This is an optimization exercise on Yosys and OpenROAD, whose aim is small area, a short achievable clock period and few clock cycles per item, not a production implementation.
Where RTL was checked, it was by simulation tests only, not by an equivalence proof against the original.

==> job 1335 <==
Design bmp_hv, start of the top module:
module bmp_hv #(
    parameter LINEBUF_CAP = 4096
) (
    input  wire         clk,
    input  wire         rst,           
    input  wire         in_valid,
    output wire         in_ready,
    input  wire         mode,          
    input  wire [431:0] hdr,           
    input  wire [63:0]  file_size,
    input  wire [15:0]  payload_len,
    output reg          done,
    output reg  [31:0]  v_width,       
    output reg  [31:0]  v_height,      
    output reg  [33:0]  v_stride,      
    output reg  [1:0]   v_pad,
    output reg  [64:0]  v_datalen,     
    output reg  [4:0]   pass_count,
    output reg  [15:0]  chk_mask,
    output reg  [1:0]   v_valid,       
    output reg  [15:0]  paylen
);
Settings: LEC_CHECK=0, CAP_MARGIN=20, CORE_MARGIN=2, CORE_UTILIZATION=50, CTS_CLUSTER_DIAMETER=200, CTS_CLUSTER_SIZE=24, PLACE_DENSITY=0.65, SLEW_MARGIN=20; clock period 16.0 ns.
standard.sh (not shown) runs the stock make flow with config.mk's settings and CLKGATE_MAP_FILE= SYNTH_SCRIPT=/design/flow/synth_recipe.tcl, a recipe that flattens the netlist after the stock synthesis.
==> flow/flow/run.sh <==
#!/bin/bash
# The standard ORFS layout (the standard.sh, unchanged synthesis), with
#  - the timing repair steps asked to leave a setup margin, so that they
#    optimise the paths towards a shorter period than the 16 ns constraint;
#  - the port buffers made of plain buffers (buf_1, resizable within the buf
#    footprint) instead of the delay buffer the default picks.
set -euo pipefail
bash standard.sh "SETUP_SLACK_MARGIN=${MARGIN:-11.5}" \
  "BUFFER_PORTS_ARGS=-buffer_cell sky130_fd_sc_hd__buf_1" finish > standard.log 2>&1
==> job 9818: changes against job 1335 <==
--- a/flow/design.v
+++ b/flow/design.v
@@ -920,11 +920,12 @@
     wire s0_c6     = s0_mode ? (s0_wpos && s0_hnz && !s0_wh_le2) : (s0_wpos && s0_hnz);
     wire s0_c13    = ($signed(w_raw) <= 32'sd1365);
     wire s0_wbig   = ($signed(w_raw) >= 32'sd65538);
     wire s0_hbig   = ($signed(h_raw) >= 32'sd65538) || ($signed(h_raw) <= -32'sd65538);
     wire [18:0] s0_hx = h_raw[18:0] ^ {19{h_raw[31]}};
-    wire [18:0] s0_ph = (w_raw[0] ? s0_hx : 19'd0) + (w_raw[1] ? {s0_hx[17:0], 1'b0} : 19'd0)
+    wire [18:0] s0_q  = {s0_pl, 1'b0} + {3'd0, s0_pl} + 19'd6
+                      + (w_raw[0] ? s0_hx : 19'd0) + (w_raw[1] ? {s0_hx[17:0], 1'b0} : 19'd0)
                       + {17'd0, w_raw[1] & h_raw[31], w_raw[0] & h_raw[31]};
     wire [3:0]  s0_cnt = s0_chk[0] + s0_chk[1] + s0_chk[2] + s0_chk[3] + s0_chk[4]
                        + s0_chk[5] + s0_chk[6] + s0_chk[7] + s0_chk[8] + s0_chk[9]
                        + s0_c10 + s0_c6 + s0_c13 + 4'd1;
     reg         s1_valid;
@@ -940,11 +941,11 @@
     reg  [9:0]  s1_chk;      
     reg         s1_c10, s1_c6, s1_c13;
     reg  [3:0]  s1_cnt;      
     reg         s1_all;      
     reg         s1_c16_yes, s1_c16_cmp;
-    reg  [18:0] s1_ph;       
+    reg  [18:0] s1_q;
     always @(posedge clk) begin
         if (rst) s1_valid <= 1'b0;
         else     s1_valid <= s0_valid;
         s1_mode    <= s0_mode;
         s1_w       <= w_raw;
@@ -965,11 +966,11 @@
         s1_c13     <= s0_c13;
         s1_cnt     <= s0_cnt;
         s1_all     <= (&s0_chk) && s0_c10 && s0_c6 && s0_c13;
         s1_c16_yes <= !s0_mode && s0_wpos && s0_hnz && (s0_wbig || s0_hbig);
         s1_c16_cmp <= !s0_mode && s0_wpos && s0_hnz && !s0_wbig && !s0_hbig;
-        s1_ph      <= s0_ph;
+        s1_q       <= s0_q;
     end
     wire [63:0] tree_s, tree_c;
     wire [31:0] h_abs;       
     wire ho_726 = s1_h[1] | s1_h[0];
     wire ho_727 = s1_h[3] | s1_h[2];
@@ -2341,11 +2342,11 @@
         s2_c13     <= s1_c13;
         s2_cnt     <= s1_cnt;
         s2_all     <= s1_all;
         s2_c16_yes <= s1_c16_yes;
         s2_c16_cmp <= s1_c16_cmp;
-        s2_q       <= s1_ph + {s1_pl, 1'b0} + {3'd0, s1_pl} + 19'd6;
+        s2_q       <= s1_q;
     end
     wire [62:0] ht;          
     wire [63:0] f_mis;
     wire fa_1903 = s2_ps[0] ^ s2_pc[0];
     wire fa_1904 = s2_ps[1] ^ s2_pc[1];
Settings changed: CTS_CLUSTER_DIAMETER 200 to default, CTS_CLUSTER_SIZE 24 to default.
==> notes <==
Of job 9818 and job 1335, job 9818 has the higher via count (gap 2.4%, measured against job 1335). In flip-flop and latch count, job 1335 and job 9818 do not differ. Job 9818 completed with no timing, DRC or antenna violations. Job 1335 finished clean. Of job 1335 and job 9818, job 9818 has the higher cell count (gap 1.9%, measured against job 9818). Against job 1335, the critical path depth of job 9818 is higher by 19.
Testbench counts of job 1335, summed over its fixed seeds: cycles 3,224, items 3,200.
For job 9818, only the layout was checked, not whether the RTL still works.


==> job 9037: inputs <==
bmp_hv, a different RTL version from the one above (not shown whole).
Settings: LEC_CHECK=0, CAP_MARGIN=20, CORE_MARGIN=2, CORE_UTILIZATION=50, CTS_CLUSTER_DIAMETER=200, CTS_CLUSTER_SIZE=24, PLACE_DENSITY=0.65, SLEW_MARGIN=20; clock period 16.0 ns.
Scripts as last shown in full above: flow/flow/run.sh
==> job 576 (differences from job 9037) <==
--- a/flow/design.v
+++ b/flow/design.v
@@ -24,12 +24,12 @@
     wire [7:0]  sig0   = hdr[0*8 +: 8];
     wire [7:0]  sig1   = hdr[1*8 +: 8];
     wire [15:0] res1   = hdr[6*8 +: 16];
     wire [31:0] off    = hdr[10*8 +: 32];
     wire [31:0] isize  = hdr[14*8 +: 32];
-    wire [31:0] w_in   = hdr[18*8 +: 32];
-    wire [31:0] h_in   = hdr[22*8 +: 32];
+    wire [31:0] w_raw  = hdr[18*8 +: 32];
+    wire [31:0] h_raw  = hdr[22*8 +: 32];
     wire [15:0] planes = hdr[26*8 +: 16];
     wire [15:0] bpp    = hdr[28*8 +: 16];
     wire [31:0] comp   = hdr[30*8 +: 32];
     wire [31:0] simg   = hdr[34*8 +: 32];
     wire [31:0] used   = hdr[46*8 +: 32];
@@ -38,35 +38,10 @@
     wire [32:0] e_b = 33'd54;
     wire [32:0] e_c = ~file_size[32:0];
     wire [32:0] e_s = e_a ^ e_b ^ e_c;
     wire [32:0] e_k = (e_a & e_b) | (e_a & e_c) | (e_b & e_c);
     wire        simg_eq = (&(e_s ^ {e_k[31:0], 1'b0})) && (file_size[63:33] == 31'd0);
-    reg         s0_valid;
-    reg         s0_mode;
-    reg  [31:0] s0_w;
-    reg  [31:0] s0_h;
-    reg  [61:0] s0_f;        
-    reg         s0_f_ok;     
-    reg  [15:0] s0_pl;       
-    reg  [9:0]  s0_chk;      
-    reg         s0_c10;
-    always @(posedge clk) begin
-        if (rst) s0_valid <= 1'b0;
-        else     s0_valid <= in_valid;
-        s0_mode <= mode;
-        s0_w    <= w_in;
-        s0_h    <= h_in;
-        s0_f    <= file_size[63:2];
-        s0_f_ok <= (file_size[1:0] == 2'b10);
-        s0_pl   <= mode ? 16'd0 : payload_len;
-        s0_chk  <= {imp == 32'd0, used == 32'd0, comp == 32'd0, bpp == 16'd24,
-                    planes == 16'd1, isize == 32'd40, off == 32'd54, res1 == 16'd0,
-                    sig1 == 8'h4D, sig0 == 8'h42};
-        s0_c10  <= (simg == 32'd0) || simg_eq;
-    end
-    wire [31:0] w_raw = s0_w;
-    wire [31:0] h_raw = s0_h;
     wire [15:0] bd_neg, bd_one, bd_two;
     wire [31:0] t_val;
     assign bd_neg[0] = h_raw[1] ^ h_raw[31];
     assign bd_one[0] = h_raw[0] ^ 1'b0;
     assign bd_two[0] = (h_raw[1] & ~h_raw[0] & ~1'b0) | (~h_raw[1] & h_raw[0] & 1'b0);
@@ -479,50 +454,36 @@
     assign t_val[27] = ta_330;
     assign t_val[28] = ta_331;
     assign t_val[29] = ta_332;
     assign t_val[30] = ta_333;
     assign t_val[31] = ta_334;
-    wire s0_wpos   = !w_raw[31] && (w_raw != 32'd0);
-    wire s0_hnz    = (h_raw != 32'd0);
-    wire s0_h1     = (h_raw == 32'd1) || (h_raw == 32'hFFFFFFFF);
-    wire s0_h2     = (h_raw == 32'd2) || (h_raw == 32'hFFFFFFFE);
-    wire s0_wh_le2 = ((w_raw == 32'd1) && (s0_h1 || s0_h2)) || ((w_raw == 32'd2) && s0_h1);
-    wire s0_c6     = s0_mode ? (s0_wpos && s0_hnz && !s0_wh_le2) : (s0_wpos && s0_hnz);
-    wire s0_c13    = ($signed(w_raw) <= 32'sd1365);
-    wire s0_wbig   = ($signed(w_raw) >= 32'sd65538);
-    wire s0_hbig   = ($signed(h_raw) >= 32'sd65538) || ($signed(h_raw) <= -32'sd65538);
     reg         s1_valid;
     reg         s1_mode;
     reg  [31:0] s1_w;
     reg  [31:0] s1_h;        
     reg  [15:0] s1_bneg, s1_bone, s1_btwo;    
     reg  [31:0] s1_t;        
-    reg  [61:0] s1_f;        
-    reg         s1_f_ok;     
+    reg  [63:0] s1_fs;
     reg  [15:0] s1_pl;       
     reg  [9:0]  s1_chk;      
-    reg         s1_c10, s1_c6, s1_c13;
-    reg         s1_c16_yes, s1_c16_cmp;
+    reg         s1_c10;
     always @(posedge clk) begin
         if (rst) s1_valid <= 1'b0;
-        else     s1_valid <= s0_valid;
-        s1_mode    <= s0_mode;
-        s1_w       <= w_raw;
-        s1_h       <= h_raw;
-        s1_bneg    <= bd_neg;
-        s1_bone    <= bd_one;
-        s1_btwo    <= bd_two;
-        s1_t       <= t_val;
-        s1_f       <= s0_f;
-        s1_f_ok    <= s0_f_ok;
-        s1_pl      <= s0_pl;
-        s1_chk     <= s0_chk;
-        s1_c10     <= s0_c10;
-        s1_c6      <= s0_c6;
-        s1_c13     <= s0_c13;
-        s1_c16_yes <= !s0_mode && s0_wpos && s0_hnz && (s0_wbig || s0_hbig);
-        s1_c16_cmp <= !s0_mode && s0_wpos && s0_hnz && !s0_wbig && !s0_hbig;
+        else     s1_valid <= in_valid;
+        s1_mode <= mode;
+        s1_w    <= w_raw;
+        s1_h    <= h_raw;
+        s1_bneg <= bd_neg;
+        s1_bone <= bd_one;
+        s1_btwo <= bd_two;
+        s1_t    <= t_val;
+        s1_fs   <= file_size;
+        s1_pl   <= mode ? 16'd0 : payload_len;
+        s1_chk  <= {imp == 32'd0, used == 32'd0, comp == 32'd0, bpp == 16'd24,
+                    planes == 16'd1, isize == 32'd40, off == 32'd54, res1 == 16'd0,
+                    sig1 == 8'h4D, sig0 == 8'h42};
+        s1_c10  <= (simg == 32'd0) || simg_eq;
     end
     wire [63:0] tree_s, tree_c;
     wire [31:0] h_abs;       
     wire ho_335 = s1_h[1] | s1_h[0];
     wire ho_336 = s1_h[3] | s1_h[2];
@@ -2307,30 +2268,35 @@
     assign tree_c[61] = t_1956;
     assign tree_s[62] = t_1957;
     assign tree_c[62] = t_1958;
     assign tree_s[63] = t_1959;
     assign tree_c[63] = pp_969;
-    wire [18:0] s1_hx = s1_h[18:0] ^ {19{s1_h[31]}};
-    wire [18:0] s1_q  = {s1_pl, 1'b0} + {3'd0, s1_pl} + 19'd6
-                      + (s1_w[0] ? s1_hx : 19'd0) + (s1_w[1] ? {s1_hx[17:0], 1'b0} : 19'd0)
-                      + {17'd0, s1_w[1] & s1_h[31], s1_w[0] & s1_h[31]};
+    wire s1_wpos  = !s1_w[31] && (s1_w != 32'd0);
+    wire s1_hnz    = (s1_h != 32'd0);
+    wire s1_wh_le2 = ((s1_w == 32'd1) && (h_abs <= 32'd2)) || ((s1_w == 32'd2) && (h_abs == 32'd1));
+    wire s1_c6    = s1_mode ? (s1_wpos && s1_hnz && !s1_wh_le2) : (s1_wpos && s1_hnz);
+    wire s1_c13   = ($signed(s1_w) <= 32'sd1365);
+    wire s1_wbig  = ($signed(s1_w) >= 32'sd65538);
+    wire s1_hbig  = (h_abs >= 32'd65538);
+    wire [18:0] s1_ph = {1'b0, h_abs[17:0]} * {17'd0, s1_w[1:0]};
+    wire [18:0] s1_q  = s1_ph + {1'b0, s1_pl, 1'b0} + {3'd0, s1_pl} + 19'd6;
     wire [3:0]  s1_cnt = s1_chk[0] + s1_chk[1] + s1_chk[2] + s1_chk[3] + s1_chk[4]
                        + s1_chk[5] + s1_chk[6] + s1_chk[7] + s1_chk[8] + s1_chk[9]
                        + s1_c10 + s1_c6 + s1_c13 + 4'd1;
     reg         s2_valid;
     reg         s2_mode;
     reg  [31:0] s2_w;
     reg  [31:0] s2_h;
     reg  [31:0] s2_t;
     reg  [63:0] s2_ps, s2_pc;
-    reg  [61:0] s2_f;
-    reg         s2_f_ok;
+    reg  [61:0] s2_f;        
+    reg         s2_f_ok;     
     reg  [15:0] s2_pl;
     reg  [9:0]  s2_chk;
     reg         s2_c10, s2_c6, s2_c13;
     reg  [3:0]  s2_cnt;
-    reg         s2_all;
+    reg         s2_all;      
     reg         s2_c16_yes, s2_c16_cmp;
     reg  [18:0] s2_q;
     always @(posedge clk) begin
         if (rst) s2_valid <= 1'b0;
         else     s2_valid <= s1_valid;
@@ -2338,21 +2304,21 @@
         s2_w       <= s1_w;
         s2_h       <= h_abs;
         s2_t       <= s1_t;
         s2_ps      <= tree_s;
         s2_pc      <= tree_c;
-        s2_f       <= s1_f;
-        s2_f_ok    <= s1_f_ok;
+        s2_f       <= s1_fs[63:2];
+        s2_f_ok    <= (s1_fs[1:0] == 2'b10);
         s2_pl      <= s1_pl;
         s2_chk     <= s1_chk;
         s2_c10     <= s1_c10;
         s2_c6      <= s1_c6;
         s2_c13     <= s1_c13;
         s2_cnt     <= s1_cnt;
         s2_all     <= (&s1_chk) && s1_c10 && s1_c6 && s1_c13;
-        s2_c16_yes <= s1_c16_yes;
-        s2_c16_cmp <= s1_c16_cmp;
+        s2_c16_yes <= !s1_mode && s1_wpos && s1_hnz && (s1_wbig || s1_hbig);
+        s2_c16_cmp <= !s1_mode && s1_wpos && s1_hnz && !s1_wbig && !s1_hbig;
         s2_q       <= s1_q;
     end
     wire [62:0] ht;          
     wire [63:0] f_mis;
     wire fa_1960 = s2_ps[0] ^ s2_pc[0];
@@ -3170,25 +3136,22 @@
     wire eq_2709 = (eq_2642 ^ eq_2641 ^ 1'b1) ^ (eq_2640 & eq_2639);
     wire eq_2710 = (eq_2644 ^ eq_2643 ^ 1'b1) ^ (eq_2642 & eq_2641);
     wire eq_2711 = (eq_2646 ^ eq_2645 ^ 1'b1) ^ (eq_2644 & eq_2643);
     assign f_mis = {eq_2711, eq_2710, eq_2709, eq_2708, eq_2707, eq_2706, eq_2705, eq_2704, eq_2703, eq_2702, eq_2701, eq_2700, eq_2699, eq_2698, eq_2697, eq_2696, eq_2695, eq_2694, eq_2693, eq_2692, eq_2691, eq_2690, eq_2689, eq_2688, eq_2687, eq_2686, eq_2685, eq_2684, eq_2683, eq_2682, eq_2681, eq_2680, eq_2679, eq_2678, eq_2677, eq_2676, eq_2675, eq_2674, eq_2673, eq_2672, eq_2671, eq_2670, eq_2669, eq_2668, eq_2667, eq_2666, eq_2665, eq_2664, eq_2663, eq_2662, eq_2661, eq_2660, eq_2659, eq_2658, eq_2657, eq_2656, eq_2655, eq_2654, eq_2653, eq_2652, eq_2651, eq_2650, eq_2649, eq_2648};
     wire        c15 = s2_f_ok && (f_mis == 64'd0);
-    wire [35:0] c16_d = {s2_ps[33:0], 2'b00} + {s2_pc[33:0], 2'b00} + {17'h1FFFF, ~s2_q} + 36'd1;
-    wire        c16 = s2_c16_yes || (s2_c16_cmp && !c16_d[35]);
-    wire [4:0]  cnt1 = {1'b0, s2_cnt} + 5'd1;
-    wire [4:0]  cnt2 = {1'b0, s2_cnt} + 5'd2;
+    wire        c16 = s2_c16_yes || (s2_c16_cmp && ((ht[31:17] != 15'd0) || ({ht[16:0], 2'b00} >= s2_q)));
     wire [15:0] mask = {c16, c15, 1'b1, s2_c13, s2_chk[9:8], s2_c10, s2_chk[7:5],
                         s2_c6, s2_chk[4:0]};
     always @(posedge clk) begin
         if (rst) done <= 1'b0;
         else     done <= s2_valid;
         v_width    <= s2_w;
         v_height   <= s2_h;
         v_stride   <= {s2_t, 2'b00};
         v_pad      <= s2_w[1:0];
         v_datalen  <= {ht, 2'b00};
-        pass_count <= (c15 && c16) ? cnt2 : ((c15 || c16) ? cnt1 : {1'b0, s2_cnt});
+        pass_count <= {1'b0, s2_cnt} + {4'd0, c15} + {4'd0, c16};
         chk_mask   <= mask;
         v_valid    <= {s2_mode && s2_all && c15, !s2_mode && s2_all && c15 && c16};
         paylen     <= s2_pl;
     end
 endmodule
Settings changed: CTS_CLUSTER_DIAMETER 200 to default, CTS_CLUSTER_SIZE 24 to default.
==> job 7547 (differences from job 9037) <==
--- a/flow/design.v
+++ b/flow/design.v
@@ -24,12 +24,12 @@
     wire [7:0]  sig0   = hdr[0*8 +: 8];
     wire [7:0]  sig1   = hdr[1*8 +: 8];
     wire [15:0] res1   = hdr[6*8 +: 16];
     wire [31:0] off    = hdr[10*8 +: 32];
     wire [31:0] isize  = hdr[14*8 +: 32];
-    wire [31:0] w_in   = hdr[18*8 +: 32];
-    wire [31:0] h_in   = hdr[22*8 +: 32];
+    wire [31:0] w_raw  = hdr[18*8 +: 32];
+    wire [31:0] h_raw  = hdr[22*8 +: 32];
     wire [15:0] planes = hdr[26*8 +: 16];
     wire [15:0] bpp    = hdr[28*8 +: 16];
     wire [31:0] comp   = hdr[30*8 +: 32];
     wire [31:0] simg   = hdr[34*8 +: 32];
     wire [31:0] used   = hdr[46*8 +: 32];
@@ -38,35 +38,10 @@
     wire [32:0] e_b = 33'd54;
     wire [32:0] e_c = ~file_size[32:0];
     wire [32:0] e_s = e_a ^ e_b ^ e_c;
     wire [32:0] e_k = (e_a & e_b) | (e_a & e_c) | (e_b & e_c);
     wire        simg_eq = (&(e_s ^ {e_k[31:0], 1'b0})) && (file_size[63:33] == 31'd0);
-    reg         s0_valid;
-    reg         s0_mode;
-    reg  [31:0] s0_w;
-    reg  [31:0] s0_h;
-    reg  [61:0] s0_f;        
-    reg         s0_f_ok;     
-    reg  [15:0] s0_pl;       
-    reg  [9:0]  s0_chk;      
-    reg         s0_c10;
-    always @(posedge clk) begin
-        if (rst) s0_valid <= 1'b0;
-        else     s0_valid <= in_valid;
-        s0_mode <= mode;
-        s0_w    <= w_in;
-        s0_h    <= h_in;
-        s0_f    <= file_size[63:2];
-        s0_f_ok <= (file_size[1:0] == 2'b10);
-        s0_pl   <= mode ? 16'd0 : payload_len;
-        s0_chk  <= {imp == 32'd0, used == 32'd0, comp == 32'd0, bpp == 16'd24,
-                    planes == 16'd1, isize == 32'd40, off == 32'd54, res1 == 16'd0,
-                    sig1 == 8'h4D, sig0 == 8'h42};
-        s0_c10  <= (simg == 32'd0) || simg_eq;
-    end
-    wire [31:0] w_raw = s0_w;
-    wire [31:0] h_raw = s0_h;
     wire [15:0] bd_neg, bd_one, bd_two;
     wire [31:0] t_val;
     assign bd_neg[0] = h_raw[1] ^ h_raw[31];
     assign bd_one[0] = h_raw[0] ^ 1'b0;
     assign bd_two[0] = (h_raw[1] & ~h_raw[0] & ~1'b0) | (~h_raw[1] & h_raw[0] & 1'b0);
@@ -479,50 +454,36 @@
     assign t_val[27] = ta_330;
     assign t_val[28] = ta_331;
     assign t_val[29] = ta_332;
     assign t_val[30] = ta_333;
     assign t_val[31] = ta_334;
-    wire s0_wpos   = !w_raw[31] && (w_raw != 32'd0);
-    wire s0_hnz    = (h_raw != 32'd0);
-    wire s0_h1     = (h_raw == 32'd1) || (h_raw == 32'hFFFFFFFF);
-    wire s0_h2     = (h_raw == 32'd2) || (h_raw == 32'hFFFFFFFE);
-    wire s0_wh_le2 = ((w_raw == 32'd1) && (s0_h1 || s0_h2)) || ((w_raw == 32'd2) && s0_h1);
-    wire s0_c6     = s0_mode ? (s0_wpos && s0_hnz && !s0_wh_le2) : (s0_wpos && s0_hnz);
-    wire s0_c13    = ($signed(w_raw) <= 32'sd1365);
-    wire s0_wbig   = ($signed(w_raw) >= 32'sd65538);
-    wire s0_hbig   = ($signed(h_raw) >= 32'sd65538) || ($signed(h_raw) <= -32'sd65538);
     reg         s1_valid;
     reg         s1_mode;
     reg  [31:0] s1_w;
     reg  [31:0] s1_h;        
     reg  [15:0] s1_bneg, s1_bone, s1_btwo;    
     reg  [31:0] s1_t;        
-    reg  [61:0] s1_f;        
-    reg         s1_f_ok;     
+    reg  [63:0] s1_fs;
     reg  [15:0] s1_pl;       
     reg  [9:0]  s1_chk;      
-    reg         s1_c10, s1_c6, s1_c13;
-    reg         s1_c16_yes, s1_c16_cmp;
+    reg         s1_c10;
     always @(posedge clk) begin
         if (rst) s1_valid <= 1'b0;
-        else     s1_valid <= s0_valid;
-        s1_mode    <= s0_mode;
-        s1_w       <= w_raw;
-        s1_h       <= h_raw;
-        s1_bneg    <= bd_neg;
-        s1_bone    <= bd_one;
-        s1_btwo    <= bd_two;
-        s1_t       <= t_val;
-        s1_f       <= s0_f;
-        s1_f_ok    <= s0_f_ok;
-        s1_pl      <= s0_pl;
-        s1_chk     <= s0_chk;
-        s1_c10     <= s0_c10;
-        s1_c6      <= s0_c6;
-        s1_c13     <= s0_c13;
-        s1_c16_yes <= !s0_mode && s0_wpos && s0_hnz && (s0_wbig || s0_hbig);
-        s1_c16_cmp <= !s0_mode && s0_wpos && s0_hnz && !s0_wbig && !s0_hbig;
+        else     s1_valid <= in_valid;
+        s1_mode <= mode;
+        s1_w    <= w_raw;
+        s1_h    <= h_raw;
+        s1_bneg <= bd_neg;
+        s1_bone <= bd_one;
+        s1_btwo <= bd_two;
+        s1_t    <= t_val;
+        s1_fs   <= file_size;
+        s1_pl   <= mode ? 16'd0 : payload_len;
+        s1_chk  <= {imp == 32'd0, used == 32'd0, comp == 32'd0, bpp == 16'd24,
+                    planes == 16'd1, isize == 32'd40, off == 32'd54, res1 == 16'd0,
+                    sig1 == 8'h4D, sig0 == 8'h42};
+        s1_c10  <= (simg == 32'd0) || simg_eq;
     end
     wire [63:0] tree_s, tree_c;
     wire [31:0] h_abs;       
     wire ho_335 = s1_h[1] | s1_h[0];
     wire ho_336 = s1_h[3] | s1_h[2];
@@ -2307,10 +2268,19 @@
     assign tree_c[61] = t_1956;
     assign tree_s[62] = t_1957;
     assign tree_c[62] = t_1958;
     assign tree_s[63] = t_1959;
     assign tree_c[63] = pp_969;
+    wire s1_wpos  = !s1_w[31] && (s1_w != 32'd0);
+    wire s1_hnz    = (s1_h != 32'd0);
+    wire s1_h1     = (s1_h == 32'd1) || (s1_h == 32'hFFFFFFFF);
+    wire s1_h2     = (s1_h == 32'd2) || (s1_h == 32'hFFFFFFFE);
+    wire s1_wh_le2 = ((s1_w == 32'd1) && (s1_h1 || s1_h2)) || ((s1_w == 32'd2) && s1_h1);
+    wire s1_c6    = s1_mode ? (s1_wpos && s1_hnz && !s1_wh_le2) : (s1_wpos && s1_hnz);
+    wire s1_c13   = ($signed(s1_w) <= 32'sd1365);
+    wire s1_wbig  = ($signed(s1_w) >= 32'sd65538);
+    wire s1_hbig  = ($signed(s1_h) >= 32'sd65538) || ($signed(s1_h) <= -32'sd65538);
     wire [18:0] s1_hx = s1_h[18:0] ^ {19{s1_h[31]}};
     wire [18:0] s1_q  = {s1_pl, 1'b0} + {3'd0, s1_pl} + 19'd6
                       + (s1_w[0] ? s1_hx : 19'd0) + (s1_w[1] ? {s1_hx[17:0], 1'b0} : 19'd0)
                       + {17'd0, s1_w[1] & s1_h[31], s1_w[0] & s1_h[31]};
     wire [3:0]  s1_cnt = s1_chk[0] + s1_chk[1] + s1_chk[2] + s1_chk[3] + s1_chk[4]
@@ -2320,17 +2290,17 @@
     reg         s2_mode;
     reg  [31:0] s2_w;
     reg  [31:0] s2_h;
     reg  [31:0] s2_t;
     reg  [63:0] s2_ps, s2_pc;
-    reg  [61:0] s2_f;
-    reg         s2_f_ok;
+    reg  [61:0] s2_f;        
+    reg         s2_f_ok;     
     reg  [15:0] s2_pl;
     reg  [9:0]  s2_chk;
     reg         s2_c10, s2_c6, s2_c13;
     reg  [3:0]  s2_cnt;
-    reg         s2_all;
+    reg         s2_all;      
     reg         s2_c16_yes, s2_c16_cmp;
     reg  [18:0] s2_q;
     always @(posedge clk) begin
         if (rst) s2_valid <= 1'b0;
         else     s2_valid <= s1_valid;
@@ -2338,21 +2308,21 @@
         s2_w       <= s1_w;
         s2_h       <= h_abs;
         s2_t       <= s1_t;
         s2_ps      <= tree_s;
         s2_pc      <= tree_c;
-        s2_f       <= s1_f;
-        s2_f_ok    <= s1_f_ok;
+        s2_f       <= s1_fs[63:2];
+        s2_f_ok    <= (s1_fs[1:0] == 2'b10);
         s2_pl      <= s1_pl;
         s2_chk     <= s1_chk;
         s2_c10     <= s1_c10;
         s2_c6      <= s1_c6;
         s2_c13     <= s1_c13;
         s2_cnt     <= s1_cnt;
         s2_all     <= (&s1_chk) && s1_c10 && s1_c6 && s1_c13;
-        s2_c16_yes <= s1_c16_yes;
-        s2_c16_cmp <= s1_c16_cmp;
+        s2_c16_yes <= !s1_mode && s1_wpos && s1_hnz && (s1_wbig || s1_hbig);
+        s2_c16_cmp <= !s1_mode && s1_wpos && s1_hnz && !s1_wbig && !s1_hbig;
         s2_q       <= s1_q;
     end
     wire [62:0] ht;          
     wire [63:0] f_mis;
     wire fa_1960 = s2_ps[0] ^ s2_pc[0];
@@ -3170,12 +3140,11 @@
     wire eq_2709 = (eq_2642 ^ eq_2641 ^ 1'b1) ^ (eq_2640 & eq_2639);
     wire eq_2710 = (eq_2644 ^ eq_2643 ^ 1'b1) ^ (eq_2642 & eq_2641);
     wire eq_2711 = (eq_2646 ^ eq_2645 ^ 1'b1) ^ (eq_2644 & eq_2643);
     assign f_mis = {eq_2711, eq_2710, eq_2709, eq_2708, eq_2707, eq_2706, eq_2705, eq_2704, eq_2703, eq_2702, eq_2701, eq_2700, eq_2699, eq_2698, eq_2697, eq_2696, eq_2695, eq_2694, eq_2693, eq_2692, eq_2691, eq_2690, eq_2689, eq_2688, eq_2687, eq_2686, eq_2685, eq_2684, eq_2683, eq_2682, eq_2681, eq_2680, eq_2679, eq_2678, eq_2677, eq_2676, eq_2675, eq_2674, eq_2673, eq_2672, eq_2671, eq_2670, eq_2669, eq_2668, eq_2667, eq_2666, eq_2665, eq_2664, eq_2663, eq_2662, eq_2661, eq_2660, eq_2659, eq_2658, eq_2657, eq_2656, eq_2655, eq_2654, eq_2653, eq_2652, eq_2651, eq_2650, eq_2649, eq_2648};
     wire        c15 = s2_f_ok && (f_mis == 64'd0);
-    wire [35:0] c16_d = {s2_ps[33:0], 2'b00} + {s2_pc[33:0], 2'b00} + {17'h1FFFF, ~s2_q} + 36'd1;
-    wire        c16 = s2_c16_yes || (s2_c16_cmp && !c16_d[35]);
+    wire        c16 = s2_c16_yes || (s2_c16_cmp && ((ht[31:17] != 15'd0) || ({ht[16:0], 2'b00} >= s2_q)));
     wire [4:0]  cnt1 = {1'b0, s2_cnt} + 5'd1;
     wire [4:0]  cnt2 = {1'b0, s2_cnt} + 5'd2;
     wire [15:0] mask = {c16, c15, 1'b1, s2_c13, s2_chk[9:8], s2_c10, s2_chk[7:5],
                         s2_c6, s2_chk[4:0]};
     always @(posedge clk) begin
Settings changed: CTS_CLUSTER_DIAMETER 200 to default, CTS_CLUSTER_SIZE 24 to default.
==> impl_metrics.tcl <==
set metrics [dict create \
    drt_pass1_iterations 7 \
    status "finished clean" \
    critPathKind "flip-flop to primary output" \
    final_util_pct 55.7 \
    nonClockInverterCount 732 \
    cts_resized 62 \
    period_needed_ns 4.44 \
    bufAreaShareNonClock_pct 5.98 \
    clock_latency_ns 0.67 \
    nFillCells 9383 \
]
The numbers above come from job 9037.

==> impl_metrics.tcl <==
set metrics [dict create \
    vias_per_cell 5.57 \
    clock_latency_ns 0.70 \
    hp-class "flip-flop to flip-flop" \
    final_util_pct 59.3 \
    status "finished clean" \
    period_needed_ns 5.61 \
    wl_per_cell_um 23.8 \
    reg2reg_slack_ns 11.15 \
    critPathKind "input port to flip-flop" \
    flops_and_latches 775 \
    nets 6675 \
    bufAreaShareNonClock_pct 7.29 \
    cts_resized 113 \
    nonClockInverterCount 677 \
]
The numbers above come from job 7547.

==> impl_metrics.tcl <==
set metrics [dict create \
    critPathKind "flip-flop to flip-flop" \
    clock_latency_ns 0.67 \
    final_util_pct 59.8 \
    hold_depth 0 \
    nFillCells 8176 \
    drt_pass1_iterations 6 \
    bufAreaShareNonClock_pct 6.77 \
    period_needed_ns 5.51 \
    instances_no_fill 6590 \
    yosys.cell_count.top_type "dfxtp_1" \
    status "finished clean" \
    synth_compound_area_share_pct 11.0 \
]
The numbers above come from job 576.

Testbench counts of job 9037, summed over its fixed seeds: cycles 3,224, items 3,200.
No functional check of the RTL was part of job 576 and job 7547.

## what the ideal ports hide
The flow's constraints put no driver on any port. The routed layouts listed below were extracted and timed again, unchanged, in two steps. Step 1 sets driving cells, clkbuf_16 on the clock port and buf_2 on the other inputs (assumed; they add their load-dependent delay and slew). Step 2 moves the port delays by t, midway between the first and last clock arrival at a register: inputs arrive t later, outputs are due t later. That takes back most of the time a late clock gives input paths. a / b / c = ideal ports / drivers / drivers and shift; a / b = the first two.
run	shift t [ns]	slack for setup (ns)	latest minus earliest clock arrival (ns)	slew at the worst register clock pin (ns)	worst slew at a driven data input, ns
job 1335	0.732	11.527 / 11.467 / 10.940	0.047 / 0.047	0.12 / 0.12	0.30
job 9818	0.767	11.490 / 11.475 / 10.887	0.039 / 0.040	0.08 / 0.08	0.25
job 9037	0.707	11.561 / 11.498 / 10.940	0.048 / 0.047	0.11 / 0.11	0.16
job 576	0.716	10.492 / 10.492 / 10.142	0.026 / 0.027	0.07 / 0.07	0.27
job 7547	0.727	10.391 / 10.390 / 9.663	0.062 / 0.062	0.07 / 0.07	0.23
After both steps setup and hold are still met in every run listed. The setup slack of job 7547, which loses most, moves by -0.001 ns with the drivers and by -0.728 ns with both steps.
